From an optimization exercise on the open Yosys and OpenROAD flow, aimed at small area, a short achievable clock period and few clock cycles; shortcuts taken in it are not production practice. At most, simulation tests tie the RTL to the original design; equivalence was not proved. No activity file was given, so power comes from the tool's default toggle rates.

## old
Design prb_link, start of the top module:
module prb_link #(
    parameter PANEL_W     = 240,
    parameter PANEL_H     = 240,
    parameter LINE_W      = 160,
    parameter SRC_H       = 144,
    parameter MADCTL_INIT = 8'h00,
    parameter COLMOD_16BPP = 8'h55,
    parameter MS_CYCLES   = 8
) (
    input             clk,
    input             rst,
    input             cmd_valid,
    output            cmd_ready,
    input      [12:0] cmd_addr,
    input      [31:0] cmd_data,
    output reg        rsp_valid,
    output     [7:0]  rsp_code,
    output     [15:0] rsp_off,
    output reg        sck,
    output reg        mosi,
    output reg        dc,
    output reg        csn,
    output reg        rstn,
    output reg        bl
);
    localparam X0 = (PANEL_W - LINE_W) / 2;
    localparam Y0 = (PANEL_H - SRC_H) / 2;
    localparam NRING = LINE_W / 16;
    localparam [3:0] F_NONE        = 4'h0;
    localparam [3:0] F_BAD_ACCESS  = 4'h1;
  ...
Size in the first run: roughly 0.039 mm2 of cells after synthesis.
export LEC_CHECK = 0
export CAP_MARGIN = 20
export CORE_MARGIN = 2
export CORE_UTILIZATION = 65
export PLACE_DENSITY = 0.75
export SLEW_MARGIN = 20
create_clock -name core_clock -period 8.0 [get_ports {clk}]
standard.sh (not shown) runs the stock make flow with config.mk's settings and CLKGATE_MAP_FILE= SYNTH_SCRIPT=/design/flow/synth_recipe.tcl, a recipe that flattens the netlist after the stock synthesis.
==> flow/flow/run.sh <==
#!/bin/bash
# The standard layout (the standard.sh) with:
# - port buffers of buf_4 cells instead of the slow delay buffers that
#   buffer_ports picks by default;
# - timing repair aiming at 5.3 ns of setup slack (about a 2.7 ns period);
# - larger clock-tree sink clusters and no dummy clock loads.
set -euo pipefail
bash standard.sh \
  BUFFER_PORTS_ARGS="-buffer_cell sky130_fd_sc_hd__buf_4" \
  SETUP_SLACK_MARGIN=5.3 \
  CTS_ARGS="-sink_clustering_enable -repair_clock_nets -sink_clustering_size 16 -sink_clustering_max_diameter 60 -dont_use_dummy_load -sink_clustering_buffer sky130_fd_sc_hd__clkbuf_8" \
  finish > standard.log 2>&1
Relative to old, the following input files were edited for new:
--- a/flow/design.v
+++ b/flow/design.v
@@ -41,25 +41,20 @@
     localparam [2:0] OP_FILL  = 3'd2;
     localparam [2:0] OP_DRAW  = 3'd3;
     localparam [2:0] OP_PIXEL = 3'd4;
     localparam [2:0] OP_INV   = 3'd5;
     localparam [2:0] OP_IDLE  = 3'd6;
     localparam [2:0] OP_POWER = 3'd7;
     localparam [1:0] IT_BYTE = 2'd0;
     localparam [1:0] IT_RST0 = 2'd1;
     localparam [1:0] IT_RST1 = 2'd2;
     localparam [1:0] IT_END  = 2'd3;
-    localparam [15:0] W_798  = 16'd2047 - 16'd798;
-    localparam [15:0] W_799  = 16'd2047 - 16'd799;
-    localparam [15:0] W_958  = 16'd2047 - 16'd958;
-    localparam [15:0] W_959  = 16'd2047 - 16'd959;
-    localparam [15:0] W_1198 = 16'd2047 - 16'd1198;
     localparam [4:0] LB_INVALID = 5'h10;
     localparam [4:0] LB_BADHI   = 5'h11;
     reg [5*LINE_W-1:0] lbr;      
     reg [255:0] palr;            
     reg [15:0]  pal_v;
     reg [3:0]   ph;
     reg         sweep;
     reg         xv;              
     reg         xc;              
     reg         xr;              
@@ -84,25 +79,27 @@
     reg [4:0]  step;
     reg [7:0]  col, row;
     reg        half;
     reg        lc_r, lr_r;       
     reg [4:0]  lbq;
     reg        scv;
     reg [3:0]  nidx;
     reg        ni_v;
     reg [15:0] pcol;
     reg        pc_v;
-    reg [7:0]  sh;               
+    reg [7:0]  sh;
     reg        hi;               
+    reg [2:0]  bc;
     reg        blast;            
     reg        pfe;
     reg [1:0]  pw;
+    reg [10:0] wcnt;
     reg        wz;               
     reg [3:0]  rcode;
     reg [12:0] roff;
     reg [1:0]  ik;
     reg [7:0]  iv;
     reg        idc, ife, ipix;
     reg [1:0]  ipw;
     assign cmd_ready = rdy;
     assign rsp_code  = {4'h0, rcode};
     assign rsp_off   = {3'b000, roff};
@@ -556,66 +553,66 @@
             end
             if (pal_cap) begin
                 ni_v <= 1'b0;
                 pc_v <= 1'b1;
             end else if (lo_ld)
                 pc_v <= 1'b0;
             if (s_byte) begin
                 if (!hi) begin
                     sck   <= 1'b1;
                     csn   <= 1'b0;
-                    blast <= (sh == 8'h80);
+                    blast <= (bc == 3'd7);
                 end else if (!blast) begin
                     sck  <= 1'b0;
-                    mosi <= sh[7];
+                    mosi <= sh[6];
                     sh   <= {sh[6:0], 1'b0};
+                    bc   <= bc + 3'd1;
                 end else begin
                     sck   <= 1'b0;
                     blast <= 1'b0;
                     if (pw != 2'd0) begin
                         csn    <= 1'b1;
                         pfe    <= 1'b0;
                         pw     <= 2'd0;
-                        {row, col} <= (pw == 2'd1) ? W_1198 :
-                                      (pw == 2'd2) ? W_958 : W_959;
+                        wcnt   <= (pw == 2'd1) ? 11'd1198 :
+                                  (pw == 2'd2) ? 11'd958 : 11'd959;
                         wz     <= 1'b0;
                         s_byte <= 1'b0;
                         s_wait <= 1'b1;
                     end else if (stall) begin
                         s_byte <= 1'b0;
                         s_next <= 1'b1;
                     end
                 end
             end
             if (s_wait) begin
-                col <= col + 8'd1;
-                if (col == 8'hFF)
-                    row <= row + 8'd1;
-                wz   <= ({row[2:0], col} == 11'h7FE);
+                wcnt <= wcnt - 11'd1;
+                wz   <= (wcnt == 11'd1);
                 if (wz & stall) begin
                     s_wait <= 1'b0;
                     s_next <= 1'b1;
                 end
             end
             if (ld) begin
                 if (pfe)
                     csn <= 1'b1;
                 pfe    <= 1'b0;
                 step   <= step + 5'd1;
                 s_next <= 1'b0;
                 s_byte <= 1'b0;
                 s_wait <= 1'b0;
                 case (ik)
                     IT_BYTE: begin
-                        sh     <= {(ipix ? pbyte[6:0] : iv[6:0]), 1'b1};
+                        sh     <= ipix ? pbyte : iv;
                         mosi   <= ipix ? pbyte[7] : iv[7];
                         dc     <= idc;
+                        bc     <= 3'd0;
                         pfe    <= ife;
                         pw     <= ipw;
                         s_byte <= 1'b1;
                         if (ipix) begin
                             step <= step;
                             if (!half) begin
                                 half <= 1'b1;
                             end else begin
                                 half <= 1'b0;
                                 if (o_draw) begin
@@ -625,27 +622,27 @@
                                     col <= 8'd0;
                                     if (lr_r) step <= 5'd20;
                                     else row <= row + 8'd1;
                                 end else
                                     col <= col + 8'd1;
                             end
                         end
                     end
                     IT_RST0: begin
                         rstn   <= 1'b0;
-                        {row, col} <= W_799;
+                        wcnt   <= 11'd799;
                         wz     <= 1'b0;
                         s_wait <= 1'b1;
                     end
                     IT_RST1: begin
                         rstn   <= 1'b1;
-                        {row, col} <= W_798;
+                        wcnt   <= 11'd798;
                         wz     <= 1'b0;
                         s_wait <= 1'b1;
                     end
                     default: begin
                         rsp_valid <= 1'b1;
                         rcode     <= F_NONE;
                         roff      <= 13'h0;
                         s_idle    <= 1'b1;
                     end
                 endcase
Findings:
Worst-case reg-to-reg path depth in new vs old: up 1
Routed wire in new totals less than in old.
The run showing the smaller count of TritonRoute iterations in the first routing pass is old.
The smallest setup slack after layout in new sits 65 ps above the value recorded for old.
Sort old and new by instance count on the critical path desc -> top: new
On worst hold slack: between old and new, it ends up lower for new.
Per the comparison of new with old, worst slew margin relative to its limit went up 4.9 points, amount of wire on met2 after detailed routing went down 2.9%, non-clock buffer contribution to total cell area held.
On met1 layer usage reported by global route: between old and new, it ends up lower for new.
Going from old to new, the total power was found to have gone up by 0.39%.
Going from old to new, average detailed-routed wire length per instance shrank by a few percent.
Worst-path cell with the longest stage delay: or4bb_1 -> old, fa_2 -> new
Count of antenna diodes in the layout was lower in new than in old.
Fraction of area in registers ends up higher on new.
Testbench counts of new, summed over its fixed seeds: cycles 170,644.
The RTL of old was laid out without a check of its function.

==> what the ideal ports hide <==
The flow's constraints put no driver on any port. The routed layouts listed below were extracted and timed again, unchanged, in two steps. Step 1, drivers: a clkbuf_16 drives clk and a buf_2 each remaining input, both assumed. Step 2 also shifts input and output timing later by t, the mid clock arrival at the registers, as if the neighbouring blocks saw the same clock. Three values: ideal, step 1, step 2; two values: the first two.
run	shift t [ns]	setup WS [ns]	cell pins on the clock port's net
old	0.673	5.220 / 5.220 / 4.798	1
new	0.659	5.285 / 5.259 / 4.697	1
After both steps setup and hold are still met in every run listed. The setup slack of new, which loses most, moves by -0.026 ns with the drivers and by -0.588 ns with both steps.
